Source: an optimization exercise on an open RTL-to-GDS flow (aim: small area). Production flows keep margins and buffers that such runs may drop.
Function was checked by simulation only, so behaviour that the tests miss may differ from the original.
No activity file was given, so power comes from the tool's default toggle rates.

==> flow/design.v <==
module osj_lpe (
    input  wire              clk_i,
    input  wire              rst_i,
    input  wire              op_valid_i,
    input  wire [3:0]        op_i,
    output wire              ready_o,
    input  wire [4:0]        arg_keys_i,
    input  wire [9:0]        arg_x_i,
    input  wire [9:0]        arg_y_i,
    input  wire [4:0]        btn_raw_i,
    input  wire [9:0]        axis_x_i,
    input  wire [9:0]        axis_y_i,
    input  wire [7:0]        rx_len_i,
    input  wire [55:0]       rx_frame_i,
    input  wire [31:0]       now_i,
    input  wire [9:0]        cfg_thr_x_i,
    input  wire [9:0]        cfg_thr_y_i,
    input  wire [15:0]       cfg_ka_interval_i,
    input  wire [31:0]       cfg_timeout_i,
    output wire [55:0]       tx_frame_o,
    output wire              tx_valid_o,
    output wire [4:0]        sampled_keys_o,
    output wire [4:0]        cur_keys_o,
    output wire [9:0]        cur_x_o,
    output wire [9:0]        cur_y_o,
    output wire              changed_o,
    output wire [7:0]        cks_o,
    output wire [2:0]        dec_code_o,
    output wire [7:0]        dec_keys_o,
    output wire [15:0]       dec_x_o,
    output wire [15:0]       dec_y_o,
    output wire              illegal_o,
    output wire              alive_o,
    output wire              alive_r_o,
    output wire              seen_o,
    output wire              expired_o,
    output wire [31:0]       last_seen_o
);
    reg              seq_w;         
    reg              seq_t;         
    reg  [4:0]       dbn_first;     
    reg  [7:0]       dbn_lfsr;      
    reg  [4:0]       sampled_keys;
    reg              cur_valid;
    reg  [4:0]       cur_keys;
    reg  [9:0]       cur_x;
    reg  [9:0]       cur_y;
    reg              changed;
    reg  [15:0]      ka_cnt1;       
    reg              fr_s;          
    reg              fr_k;          
    reg  [4:0]       fr_keys;
    reg  [9:0]       fr_x;
    reg  [9:0]       fr_y;
    reg              tx_stb;
    reg              illegal_stb;
    reg  [7:0]       cks_result;
    reg  [2:0]       dec_code;
    reg  [7:0]       dec_keys;
    reg  [15:0]      dec_x;
    reg  [15:0]      dec_y;
    reg              seen;
    reg  [31:0]      last_seen;
    reg              expired;
    reg              alive_r;
    wire nrst     = !rst_i;
    wire seq_idle = !seq_w && !seq_t;
    wire seq_ka   = !seq_w &&  seq_t;
    wire accept   = seq_idle && op_valid_i;
    wire acc_samp = accept && (op_i == 4'h1);
    wire acc_hc   = accept && (op_i == 4'h2);
    wire acc_est  = accept && (op_i == 4'h3);
    wire acc_eka  = accept && (op_i == 4'h4);
    wire acc_dec  = accept && (op_i == 4'h5);
    wire acc_cks  = accept && (op_i == 4'h6);
    wire acc_tick = accept && (op_i == 4'h7);
    wire acc_alv  = accept && (op_i == 4'h8);
    wire acc_ill  = accept && op_i[3] && (op_i[2:0] != 3'b000);
    wire start    = acc_samp || acc_tick;
    localparam [7:0] DBN_INIT = 8'h01;
    localparam [7:0] DBN_LAST = 8'h0E;
    wire       none_pressed = &btn_raw_i;
    wire [7:0] lfsr_next = {dbn_lfsr[6:0], dbn_lfsr[7] ^ dbn_lfsr[5] ^ dbn_lfsr[4] ^ dbn_lfsr[3]};
    wire       dbn_done  = seq_w && (dbn_lfsr == DBN_LAST);
    wire [4:0] dbn_keys  = ~(dbn_first | btn_raw_i);
    wire tt_complete = (acc_tick && none_pressed) || (seq_w && seq_t && dbn_done);
    wire hc_run      = acc_hc || tt_complete;
    wire [4:0] hc_keys = (seq_w && seq_t) ? dbn_keys :
                         acc_hc           ? sampled_keys : 5'b00000;
    wire ch_x, ch_y;
    osj_absgt u_gx (.a(axis_x_i), .b(cur_x), .t(cfg_thr_x_i), .gt(ch_x));
    osj_absgt u_gy (.a(axis_y_i), .b(cur_y), .t(cfg_thr_y_i), .gt(ch_y));
    wire hc_ch = !cur_valid || (hc_keys != cur_keys) || ch_x || ch_y;
    wire        ka_due;
    wire [15:0] ka_inc;
    osj_kaunit u_ka (.q(ka_cnt1), .iv(cfg_ka_interval_i), .due(ka_due), .inc(ka_inc));
    wire [7:0] rx_b0 = rx_frame_i[55:48];
    wire len_hi = |rx_len_i[7:3];
    wire [6:0] m;
    assign m[0] = len_hi | (rx_len_i[2:0] != 3'd0);
    assign m[1] = len_hi | (rx_len_i[2:0] >  3'd1);
    assign m[2] = len_hi | (rx_len_i[2:0] >  3'd2);
    assign m[3] = len_hi | rx_len_i[2];
    assign m[4] = len_hi | (rx_len_i[2:0] >  3'd4);
    assign m[5] = len_hi | (rx_len_i[2:0] >  3'd5);
    assign m[6] = len_hi | (rx_len_i[2:0] == 3'd7);
    wire [7:0] cks_slice;
    osj_cksum u_cks (.f(rx_frame_i), .m(m), .x(cks_slice));
    wire len7   = (rx_len_i == 8'd7);
    wire cks_ok = (cks_slice == 8'h00);
    wire is_st  = (rx_b0 == 8'hAA);
    wire is_ka  = (rx_b0 == 8'hE0);
    wire [2:0] dec_result = !len7   ? 3'd3 :
                            !cks_ok ? 3'd4 :
                            is_st   ? 3'd1 :
                            is_ka   ? 3'd2 : 3'd5;
    wire dec_st  = len7 && cks_ok && is_st;
    wire refresh = acc_dec && len7 && cks_ok && (is_st || is_ka);
    wire in_time;
    osj_live u_live (.now(now_i), .ls(last_seen), .t(cfg_timeout_i), .in_time(in_time));
    wire alive_cmp = seen && !expired && in_time;
    wire cur_upd  = hc_run && hc_ch;
    wire ld_cur   = nrst && cur_upd;
    wire hd_cur   = nrst && !cur_upd;
    wire fr_ld_a  = acc_est;                       
    wire fr_ld_x  = tt_complete && hc_ch;          
    wire fr_ld_k  = acc_eka || seq_ka || (tt_complete && !hc_ch && ka_due);
    wire ld_fra   = nrst && fr_ld_a;
    wire ld_frx   = nrst && fr_ld_x;
    wire ld_frk   = nrst && fr_ld_k;
    wire hd_fr    = nrst && !(fr_ld_a || fr_ld_x || fr_ld_k);
    wire dec_upd  = acc_dec && dec_st;
    wire ld_dec   = nrst && dec_upd;
    wire hd_dec   = nrst && !dec_upd;
    wire ld_cks   = nrst && acc_cks;
    wire hd_cks   = nrst && !acc_cks;
    wire ld_ls    = nrst && refresh;
    wire hd_ls    = nrst && !refresh;
    wire ld_ka    = nrst && tt_complete && !ka_due;
    wire hd_ka    = nrst && !tt_complete;
    wire sk_zero  = start && none_pressed;
    wire ld_sk    = nrst && dbn_done;
    wire hd_sk    = nrst && !dbn_done && !sk_zero;
    wire [4:0]  cur_keys_d, sk_d;
    wire [9:0]  cur_x_d, cur_y_d;
    wire [15:0] dec_x_d, dec_y_d, ka_d;
    wire [7:0]  dec_keys_d, cks_d;
    wire [31:0] ls_d;
    wire [4:0]  first_d;
    osj_ldv #(5)  l_ck (.ld(ld_cur), .n(hc_keys),  .hd(hd_cur), .q(cur_keys), .d(cur_keys_d));
    osj_ldv #(10) l_cx (.ld(ld_cur), .n(axis_x_i), .hd(hd_cur), .q(cur_x),    .d(cur_x_d));
    osj_ldv #(10) l_cy (.ld(ld_cur), .n(axis_y_i), .hd(hd_cur), .q(cur_y),    .d(cur_y_d));
    osj_ldv #(8)  l_dk (.ld(ld_dec), .n(rx_frame_i[47:40]), .hd(hd_dec), .q(dec_keys), .d(dec_keys_d));
    osj_ldv #(16) l_dx (.ld(ld_dec), .n(rx_frame_i[39:24]), .hd(hd_dec), .q(dec_x),    .d(dec_x_d));
    osj_ldv #(16) l_dy (.ld(ld_dec), .n(rx_frame_i[23:8]),  .hd(hd_dec), .q(dec_y),    .d(dec_y_d));
    osj_ldv #(8)  l_cs (.ld(ld_cks), .n(cks_slice), .hd(hd_cks), .q(cks_result), .d(cks_d));
    osj_ldv #(32) l_ls (.ld(ld_ls),  .n(now_i),     .hd(hd_ls),  .q(last_seen),  .d(ls_d));
    osj_ldv #(15) l_ka (.ld(ld_ka),  .n(ka_inc[15:1]), .hd(hd_ka), .q(ka_cnt1[15:1]), .d(ka_d[15:1]));
    osj_ldv #(5)  l_sk (.ld(ld_sk),  .n(dbn_keys),  .hd(hd_sk),  .q(sampled_keys), .d(sk_d));
    osj_ldv #(5)  l_fb (.ld(start),  .n(btn_raw_i), .hd(!start), .q(dbn_first),    .d(first_d));
    assign ka_d[0] = rst_i || (tt_complete && ka_due) || (ld_ka && ka_inc[0]) || (hd_ka && ka_cnt1[0]);
    localparam [24:0] KA_FIELDS = {5'b01010, 10'b01_1010_1010, 10'b01_1010_1010};
    wire [24:0] fr_q  = {fr_keys, fr_x, fr_y};
    wire [24:0] fr_na = {arg_keys_i, arg_x_i, arg_y_i};
    wire [24:0] fr_nx = {hc_keys, axis_x_i, axis_y_i};
    wire [24:0] fr_d;
    wire        nld_frk = !ld_frk;
    genvar g;
    generate
        for (g = 0; g < 25; g = g + 1) begin : g_fr
            wire y;
            osj_g_a222oi u_m (.a1(ld_fra), .a2(fr_na[g]), .b1(ld_frx), .b2(fr_nx[g]),
                              .c1(hd_fr), .c2(fr_q[g]), .y(y));
            if (KA_FIELDS[g]) begin : g_one
                osj_g_nand2 u_o (.a(y), .b(nld_frk), .y(fr_d[g]));
            end else begin : g_zero
                assign fr_d[g] = !y;
            end
        end
    endgenerate
    always @(posedge clk_i) begin
        dbn_first <= first_d;
        dbn_lfsr  <= start ? DBN_INIT : lfsr_next;
    end
    always @(posedge clk_i) begin
        cur_keys     <= cur_keys_d;
        cur_x        <= cur_x_d;
        cur_y        <= cur_y_d;
        dec_keys     <= dec_keys_d;
        dec_x        <= dec_x_d;
        dec_y        <= dec_y_d;
        cks_result   <= cks_d;
        last_seen    <= ls_d;
        ka_cnt1      <= ka_d;
        sampled_keys <= sk_d;
        {fr_keys, fr_x, fr_y} <= fr_d;
    end
    always @(posedge clk_i) begin
        if (rst_i) begin
            seq_w        <= 1'b0;
            seq_t        <= 1'b0;
            cur_valid    <= 1'b0;
            changed      <= 1'b0;
            fr_s         <= 1'b0;
            fr_k         <= 1'b0;
            tx_stb       <= 1'b0;
            illegal_stb  <= 1'b0;
            dec_code     <= 3'd0;
            seen         <= 1'b0;
            expired      <= 1'b0;
            alive_r      <= 1'b0;
        end else begin
            tx_stb      <= fr_ld_a || fr_ld_x || fr_ld_k;
            illegal_stb <= acc_ill;
            if (start && !none_pressed) begin
                seq_w <= 1'b1;
                seq_t <= acc_tick;
            end else if (dbn_done && !seq_t) begin
                seq_w <= 1'b0;
            end else if (tt_complete) begin
                seq_w <= 1'b0;
                seq_t <= hc_ch && ka_due;
            end else if (seq_ka) begin
                seq_t <= 1'b0;
            end
            if (hc_run)
                changed <= hc_ch;
            if (cur_upd)
                cur_valid <= 1'b1;
            if (fr_ld_a || fr_ld_x) begin
                fr_s <= 1'b1;
                fr_k <= 1'b0;
            end else if (fr_ld_k) begin
                fr_s <= 1'b0;
                fr_k <= 1'b1;
            end
            if (acc_dec)
                dec_code <= dec_result;
            if (acc_alv)
                alive_r <= alive_cmp;
            if (refresh) begin
                seen    <= 1'b1;
                expired <= 1'b0;
            end else if (seen && !expired && !in_time) begin
                expired <= 1'b1;
            end
        end
    end
    wire fr_nz = fr_s | fr_k;
    wire [7:0] fr_cks;
    osj_frcks u_fc (.s(fr_s), .k(fr_k), .keys(fr_keys), .x(fr_x), .y(fr_y), .c(fr_cks));
    assign tx_frame_o = {fr_nz, fr_k, fr_nz, 1'b0, fr_s, 1'b0, fr_s, 1'b0,
                         fr_k, 1'b0, fr_k, fr_keys,
                         1'b0, fr_k, 1'b0, fr_k, 1'b0, fr_k, fr_x[9:8], fr_x[7:0],
                         1'b0, fr_k, 1'b0, fr_k, 1'b0, fr_k, fr_y[9:8], fr_y[7:0],
                         fr_cks};
    assign ready_o        = seq_idle;
    assign tx_valid_o     = tx_stb;
    assign sampled_keys_o = sampled_keys;
    assign cur_keys_o     = cur_keys;
    assign cur_x_o        = cur_x;
    assign cur_y_o        = cur_y;
    assign changed_o      = changed;
    assign cks_o          = cks_result;
    assign dec_code_o     = dec_code;
    assign dec_keys_o     = dec_keys;
    assign dec_x_o        = dec_x;
    assign dec_y_o        = dec_y;
    assign illegal_o      = illegal_stb;
    assign alive_o        = alive_cmp;
    assign alive_r_o      = alive_r;
    assign seen_o         = seen;
    assign expired_o      = expired;
    assign last_seen_o    = last_seen;
endmodule
module osj_ldv #(parameter integer W = 1) (
    input  wire         ld,
    input  wire [W-1:0] n,
    input  wire         hd,
    input  wire [W-1:0] q,
    output wire [W-1:0] d
);
    genvar g;
    generate
        for (g = 0; g < W; g = g + 1) begin : g_b
            osj_g_a22o u (.a1(ld), .a2(n[g]), .b1(hd), .b2(q[g]), .x(d[g]));
        end
    endgenerate
endmodule
module osj_absgt (
    input  wire [9:0] a,
    input  wire [9:0] b,
    input  wire [9:0] t,
    output wire       gt
);
    wire [9:0] nb = ~b;
    wire [9:0] nt = ~t;
    wire [10:0] c;
    wire [9:0]  d;
    assign d[0] = a[0] ^ b[0];
    assign c[1] = a[0] | nb[0];
    wire [10:0] ka, kb;            
    assign ka[1] = d[0] & nt[0];
    assign kb[1] = d[0] & t[0];
    genvar g;
    generate
        for (g = 1; g < 10; g = g + 1) begin : g_b
            osj_g_fa  u_s (.a(a[g]), .b(nb[g]), .c(c[g]), .s(d[g]), .co(c[g+1]));
            osj_g_maj u_a (.a(d[g]), .b(nt[g]), .c(ka[g]), .y(ka[g+1]));
            osj_g_maj u_b (.a(d[g]), .b(t[g]),  .c(kb[g]), .y(kb[g+1]));
        end
    endgenerate
    assign gt = c[10] ? ka[10] : !kb[10];
endmodule
module osj_kaunit (
    input  wire [15:0] q,
    input  wire [15:0] iv,
    output wire        due,
    output wire [15:0] inc
);
    wire [15:0] niv = ~iv;
    wire [16:0] k;                 
    assign k[1] = q[0] | niv[0];
    wire [16:0] c;
    assign inc[0] = !q[0];
    assign c[1]   = q[0];
    genvar g;
    generate
        for (g = 1; g < 16; g = g + 1) begin : g_b
            osj_g_maj u_k (.a(q[g]), .b(niv[g]), .c(k[g]), .y(k[g+1]));
            if (g < 15) begin : g_h
                osj_g_ha u_h (.a(q[g]), .b(c[g]), .s(inc[g]), .co(c[g+1]));
            end else begin : g_t
                assign inc[g] = q[g] ^ c[g];
            end
        end
    endgenerate
    assign due = k[16];
endmodule
module osj_cksum (
    input  wire [55:0] f,
    input  wire [6:0]  m,
    output wire [7:0]  x
);
    genvar g, j;
    generate
        for (g = 0; g < 8; g = g + 1) begin : g_b
            wire [6:0] n;
            for (j = 0; j < 7; j = j + 1) begin : g_t
                osj_g_nand2 u_n (.a(f[55 - 8*j - 7 + g]), .b(m[j]), .y(n[j]));
            end
            wire x01, x23, x45, x03, x46;
            osj_g_xor2  u_a (.a(n[0]), .b(n[1]), .y(x01));
            osj_g_xor2  u_b (.a(n[2]), .b(n[3]), .y(x23));
            osj_g_xor2  u_c (.a(n[4]), .b(n[5]), .y(x45));
            osj_g_xor2  u_d (.a(x01),  .b(x23),  .y(x03));
            osj_g_xor2  u_e (.a(x45),  .b(n[6]), .y(x46));
            osj_g_xnor2 u_f (.a(x03),  .b(x46),  .y(x[g]));
        end
    endgenerate
endmodule
module osj_frcks (
    input  wire       s,
    input  wire       k,
    input  wire [4:0] keys,
    input  wire [9:0] x,
    input  wire [9:0] y,
    output wire [7:0] c
);
    wire [7:0] xy;
    genvar g;
    generate
        for (g = 0; g < 8; g = g + 1) begin : g_xy
            osj_g_xor2 u (.a(x[g]), .b(y[g]), .y(xy[g]));
        end
    endgenerate
    wire h8, h9, a0, a1, a2, a3, a4, b1, b3;
    osj_g_xor2 u_h8 (.a(x[8]),  .b(y[8]),  .y(h8));
    osj_g_xor2 u_h9 (.a(x[9]),  .b(y[9]),  .y(h9));
    osj_g_xor2 u_a0 (.a(xy[0]), .b(keys[0]), .y(a0));
    osj_g_xor2 u_c0 (.a(a0),    .b(h8),    .y(c[0]));
    osj_g_xor2 u_a1 (.a(xy[1]), .b(keys[1]), .y(a1));
    osj_g_xor2 u_b1 (.a(h9),    .b(s),     .y(b1));
    osj_g_xor2 u_c1 (.a(a1),    .b(b1),    .y(c[1]));
    osj_g_xor2 u_c2 (.a(xy[2]), .b(keys[2]), .y(c[2]));
    osj_g_xor2 u_a3 (.a(xy[3]), .b(keys[3]), .y(a3));
    osj_g_xor2 u_c3 (.a(a3),    .b(s),     .y(c[3]));
    osj_g_xor2 u_c4 (.a(xy[4]), .b(keys[4]), .y(c[4]));
    osj_g_xor2 u_c5 (.a(xy[5]), .b(s),     .y(c[5]));
    osj_g_xor2 u_c6 (.a(xy[6]), .b(k),     .y(c[6]));
    osj_g_xor2 u_c7 (.a(xy[7]), .b(s),     .y(c[7]));
endmodule
module osj_live (
    input  wire [31:0] now,
    input  wire [31:0] ls,
    input  wire [31:0] t,
    output wire        in_time
);
    wire [31:0] nn = ~now;
    wire [31:0] s;
    wire [32:0] cv;
    assign cv[0] = 1'b1;
    genvar g;
    generate
        for (g = 0; g < 32; g = g + 1) begin : g_csa
            osj_g_fa u (.a(t[g]), .b(ls[g]), .c(nn[g]), .s(s[g]), .co(cv[g+1]));
        end
    endgenerate
    wire co;
    osj_cy32 u_co (.a(s), .b(cv[31:0]), .c1(s[0]), .co(co));
    wire w;
    osj_cy32 u_w (.a(nn), .b(ls), .c1(nn[0] & ls[0]), .co(w));
    assign in_time = w ? (cv[32] & co) : (cv[32] | co);
endmodule
module osj_cy32 (
    input  wire [31:0] a,
    input  wire [31:0] b,
    input  wire        c1,
    output wire        co
);
    wire [32:0] k;
    wire [3:0]  bg, bp;
    genvar i, j;
    generate
        for (i = 0; i < 4; i = i + 1) begin : g_blk
            wire [8:0] r;
            if (i == 0) begin : g_c0
                assign r[1] = c1;
            end else begin : g_c
                assign r[1] = a[8*i] & b[8*i];
            end
            for (j = 1; j < 8; j = j + 1) begin : g_r
                osj_g_maj u (.a(a[8*i+j]), .b(b[8*i+j]), .c(r[j]), .y(r[j+1]));
            end
            assign bg[i] = r[8];
            if (i > 0) begin : g_p
                assign bp[i] = &(a[8*i+7:8*i] | b[8*i+7:8*i]);
            end else begin : g_p0
                assign bp[i] = 1'b0;
            end
        end
    endgenerate
    wire cb1 = bg[0];
    wire c2 = bg[1] | (bp[1] & cb1);
    wire c3 = bg[2] | (bp[2] & c2);
    assign co = bg[3] | (bp[3] & c3);
endmodule
module osj_g_a22o (input wire a1, input wire a2, input wire b1, input wire b2, output wire x);
    assign x = (a1 & a2) | (b1 & b2);
endmodule
module osj_g_a222oi (input wire a1, input wire a2, input wire b1, input wire b2,
                     input wire c1, input wire c2, output wire y);
    assign y = !((a1 & a2) | (b1 & b2) | (c1 & c2));
endmodule
module osj_g_fa (input wire a, input wire b, input wire c, output wire s, output wire co);
    assign s  = a ^ b ^ c;
    assign co = (a & b) | (a & c) | (b & c);
endmodule
module osj_g_ha (input wire a, input wire b, output wire s, output wire co);
    assign s  = a ^ b;
    assign co = a & b;
endmodule
module osj_g_maj (input wire a, input wire b, input wire c, output wire y);
    assign y = (a & b) | (a & c) | (b & c);
endmodule
module osj_g_nand2 (input wire a, input wire b, output wire y);
    assign y = !(a & b);
endmodule
module osj_g_xor2 (input wire a, input wire b, output wire y);
    assign y = a ^ b;
endmodule
module osj_g_xnor2 (input wire a, input wire b, output wire y);
    assign y = !(a ^ b);
endmodule
==> flow/flow/run.sh <==
#!/bin/bash
# Own layout flow: the standard ORFS flow (standard synthesis unchanged),
# with smaller cells for the port buffers and the clock tree:
# every input and output port still gets its own buffer, a buf_1, and CTS
# builds the tree from clkbuf_8 cells without dummy loads.
set -euo pipefail
export BUFFER_PORTS_ARGS="-buffer_cell sky130_fd_sc_hd__buf_1"
export CTS_ARGS="-sink_clustering_enable -repair_clock_nets -dont_use_dummy_load -buf_list {sky130_fd_sc_hd__clkbuf_8}"
bash standard.sh finish > standard_flow.log 2>&1
==> flow/standard.sh <==
#!/bin/bash
# synth_recipe.tcl (not shown) runs the flow's synth.tcl, then flattens the netlist and writes it again
# the make line also repeats each setting of config.mk as NAME=value (left out here)
make -C /OpenROAD-flow-scripts/flow DESIGN_CONFIG=/design/flow/config.mk WORK_HOME=/design/flow/orfs CLKGATE_MAP_FILE= SYNTH_SCRIPT=/design/flow/synth_recipe.tcl "${@:-finish}"
==> flow/config.mk <==
export PLATFORM = sky130hd
export DESIGN_NAME = osj_lpe
export DESIGN_NICKNAME = osj_lpe
export VERILOG_FILES = /design/flow/design.v
export SDC_FILE = /design/flow/constraint.sdc
export NUM_CORES = 4
export LEC_CHECK = 0
export CAP_MARGIN = 20
export CORE_MARGIN = 2
export CORE_UTILIZATION = 40
export SLEW_MARGIN = 20
export SYNTH_HIERARCHICAL = 1
export SYNTH_MINIMUM_KEEP_SIZE = 0
==> flow/constraint.sdc <==
create_clock -name core_clock -period 12.0 [get_ports {clk_i}]
set_input_delay 2.4000 -clock core_clock [delete_from_list [all_inputs] [get_ports {clk_i}]]
set_output_delay 2.4000 -clock core_clock [all_outputs]
set_load 0.01 [all_outputs]
==> impl_metrics.csv <==
group,metric,value,unit
run_status,outcome,"complete, no violations",
detailed_routing,vias,9069,
setup_path,critPathBufInv,4,
yosys,synth_warnings,7,
clock_tree,cts_root_buf,"clkbuf_8",
detailed_routing,first_pass_iters,7,
placement,gp_congestion,0.870,
placement,detailed_place.area,12100,um2
sta,rsz0062_at_grt,"false",
global_route,antenna_found_initial,1,
detailed_routing,drt_iter0_drc,570,
floorplanning,coreArea,25200,um2
global_route,overflow,0,
floorplanning,start_util,0.408,
global_route,grt_usage,0.232,
setup_path,worstPathRequired,9600,ps
detailed_routing,wl_per_cell,18.3,um
clock_tree,worstSkewPairLatency,460,ps
sta,tightest_slew,1020,ps
detailed_routing,drcViolationCount,0,
yosys,synth_area_per_cell,10.1,um2
sta,holdWs,459,ps
final_layout,fin_nets,1694,
clock_tree,cts_resized,0,
run,maxCapViolations,0,
power_and_ir_drop,cellPowerDensity,96.7,nW/um2
power_and_ir_drop,p_leak,5.20,nW
worst_hold_path,hold_class,"reg -> reg",
final_layout,post-route-cell-area,12300,um2
sta,fin_ws,3210,ps
sta,period_needed,8790,ps
clock_tree,cts_setup_buffers,0,
clock_tree,htreeDepth,4,
setup_path,critPathKind,"in -> out",
clock_tree,cts_max_path_buffers,2,
global_route,grt_pass1_vias,8965,
sta,max_slew_margin,0.318,
clock_tree,cts_hold_buf,0,
clock_tree,cts_buffers,17,
yosys,synth_area,10300,um2
final_layout,multiInputGateArea,6130,um2
sta,drv_slew,0,
placement,dp_hpwl,25.5,mm
final_layout,fillers,2484,
setup_path,cp-start-kind,"input pin",
sta,fmax,114,MHz
setup_path,critPathArrivalTime,6390,ps
setup_path,cp_cell_sequence,"buf_1 -> inv_1 -> fa_1 -> and2_1 -> maj3_2 -> maj3_2 -> maj3_2 -> maj3_2 -> maj3_2 -> maj3_2 -> maj3_2 -> a211oi_1 -> a211oi_2 -> maj3_2 -> inv_1 -> nor3_1 -> buf_1",
final_layout,regArea,3560,um2
floorplanning,core.rowCount,58,
setup_path,cp-end-kind,"output pin",
global_route,grt_pass1_wl,48.5,mm
power_and_ir_drop,total_power,1.19,mW
yosys,synth_cells,1015,
floorplanning,die_x,164,um
floorplanning,die_area,27000,um2
setup_path,cpMaxStageDelayCell,"fa_1",
sta,final-hold-violation-count,0,
detailed_routing,ant_nets,0,
sta,setup_viol,0,
detailed_routing,wirelength,31.8,mm
global_route,grt_max_degree,41,
clock_tree,cts_tree,"built",
clock_tree,cts.sinks,178,
placement,dp_slack,3250,ps
detailed_routing,vias_per_cell,5.22,
floorplanning,die_h,164,um
sta,tns,0,ps
power_and_ir_drop,peakVddDrop,58.6,uV
setup_path,crit_fanout,3,
clock_tree,path_clk_slew,70,ps
setup_path,slowest_delay,450,ps
placement,port_buffers,387,
setup_path,critical_path.top_delay_family,"adder cells",
sta,clock_skew,40.4,ps
sta,finalCritPeriodShare,0.733,
final_layout,drive_above_1_share,0.112,
floorplanning,ios,398,
final_layout,syn_to_final_growth,19.5,%
setup_path,cp_common_cell,"maj3_2",
report_power, final:
part / total (mW) / switching (mW) / leakage, nW / internal [mW]
registers: 0.630 / 0.0169 / 1.44 / 0.613
clock network: 0.320 / 0.195 / 0.122 / 0.126
logic: 0.238 / 0.130 / 3.64 / 0.108
placed cells by master (no fill, tap or decap), drive strengths merged, types with 2 or more instances in the layout:
master,n
clkbuf,17
a221oi,2
or4,2
nand2b,5
xor2,66
o21ai,7
a22o,130
fa,50
nand3,12
nand4,6
a211oi,5
nor4,5
a41oi,2
nor2b,6
a21oi,10
mux2i,2
ha,16
inv,114
or2,3
xnor2,10
o22ai,24
o31ai,4
or3,6
nand2,91
conb,10
dfxtp,178
maj3,108
nand4bb,2
nor3b,2
o211ai,2
and2,17
a222oi,25
nor2,34
nor3,13
a21o,3
buf,396
sequential cells by signal (all words and copies together), names as in the netlist, 8 cells and up:
| register | flops |
|---|---|
| fr_x | 10 |
| dec_keys | 8 |
| dec_x | 16 |
| fr_y | 10 |
| cur_x | 10 |
| cks_result | 8 |
| ka_cnt1 | 16 |
| cur_y | 10 |
| dbn_lfsr | 8 |
| dec_y | 16 |
| last_seen | 32 |
worst register-to-register path, stage by stage, from the launching register on:
cell      delay [ps]
dfxtp_1          380
ha_1             160
inv_1             40
fa_1             380
fa_1             390
fa_1             420
fa_1             410
fa_1             410
fa_1             400
fa_1             400
fa_1             410
fa_1             490
maj3_2           310
nand2_1           60
o21ai_1           60
nor2_1           130
nand2_1           80
a211oi_1         250
nand4_1          290
o21ai_4          720
a222oi_1         210
nand2_1          110
metrics by stage:
step	utilization	instances
2_1_floorplan	-	1024
3_3_place_gp	0.478	1718
3_5_place_dp	0.479	1718
4_1_cts	0.488	1735
5_1_grt	0.488	1736
6_report	0.488	1736
routing by layer:
layer / track usage / wire, um / vias up / share of wire
li1: - / - / 4386 / -
met4: 0.0841 / 900 / 0 / 0.028
met1: 0.276 / 13000 / 4301 / 0.41
met2: 0.400 / 15500 / 340 / 0.49
met5: 0 / 0 / - / 0
met3: 0.0634 / 2410 / 42 / 0.076
final timing paths:
| check | slack [ps] | start | cells after the start | end |
|---|---|---|---|---|
| max reg2reg | 5430 | cur_y[0] | 21 | fr_x[8] |
| min | 460 | dbn_lfsr[6] | 1 | dbn_lfsr[7] |
| max | 3210 | now_i[16] | 17 | alive_o |
| min reg2reg | 460 | dbn_lfsr[6] | 1 | dbn_lfsr[7] |
final cells by class:
type                    count  area share
diodes                      1    0.000204
multi-input cells         700       0.499
flip-flops and latches    178       0.290
well taps                 330      0.0336
inverters                 114      0.0348
clock buffers              17      0.0190
repair buffers            396       0.124

what the ideal ports hide:
The flow's constraints put no driver on any port. The routed layout listed below was extracted and timed again, unchanged, in two steps.
Step 1 sets driving cells, clkbuf_16 on the clock port and buf_2 on the other inputs (assumed; they add their load-dependent delay and slew).
Step 2, shift: input delay + t, output delay - t, t = (earliest + latest rising clock arrival at the registers) / 2. This alone moves slack from input paths to output paths.
Three values: ideal ports, drivers, drivers and shift; two values: the first two.
shift t [ns]: 0.479
setup WS [ns]: 3.207 / 3.185 / 3.185
worst setup path after step 2: input to output
worst slew at a driven data input, ns: 0.09
pins driven straight from the clock port: 1
After both steps this run still meets setup and hold. For this run, drivers alone change the setup slack by -0.022 ns; drivers and shift together by -0.022 ns.
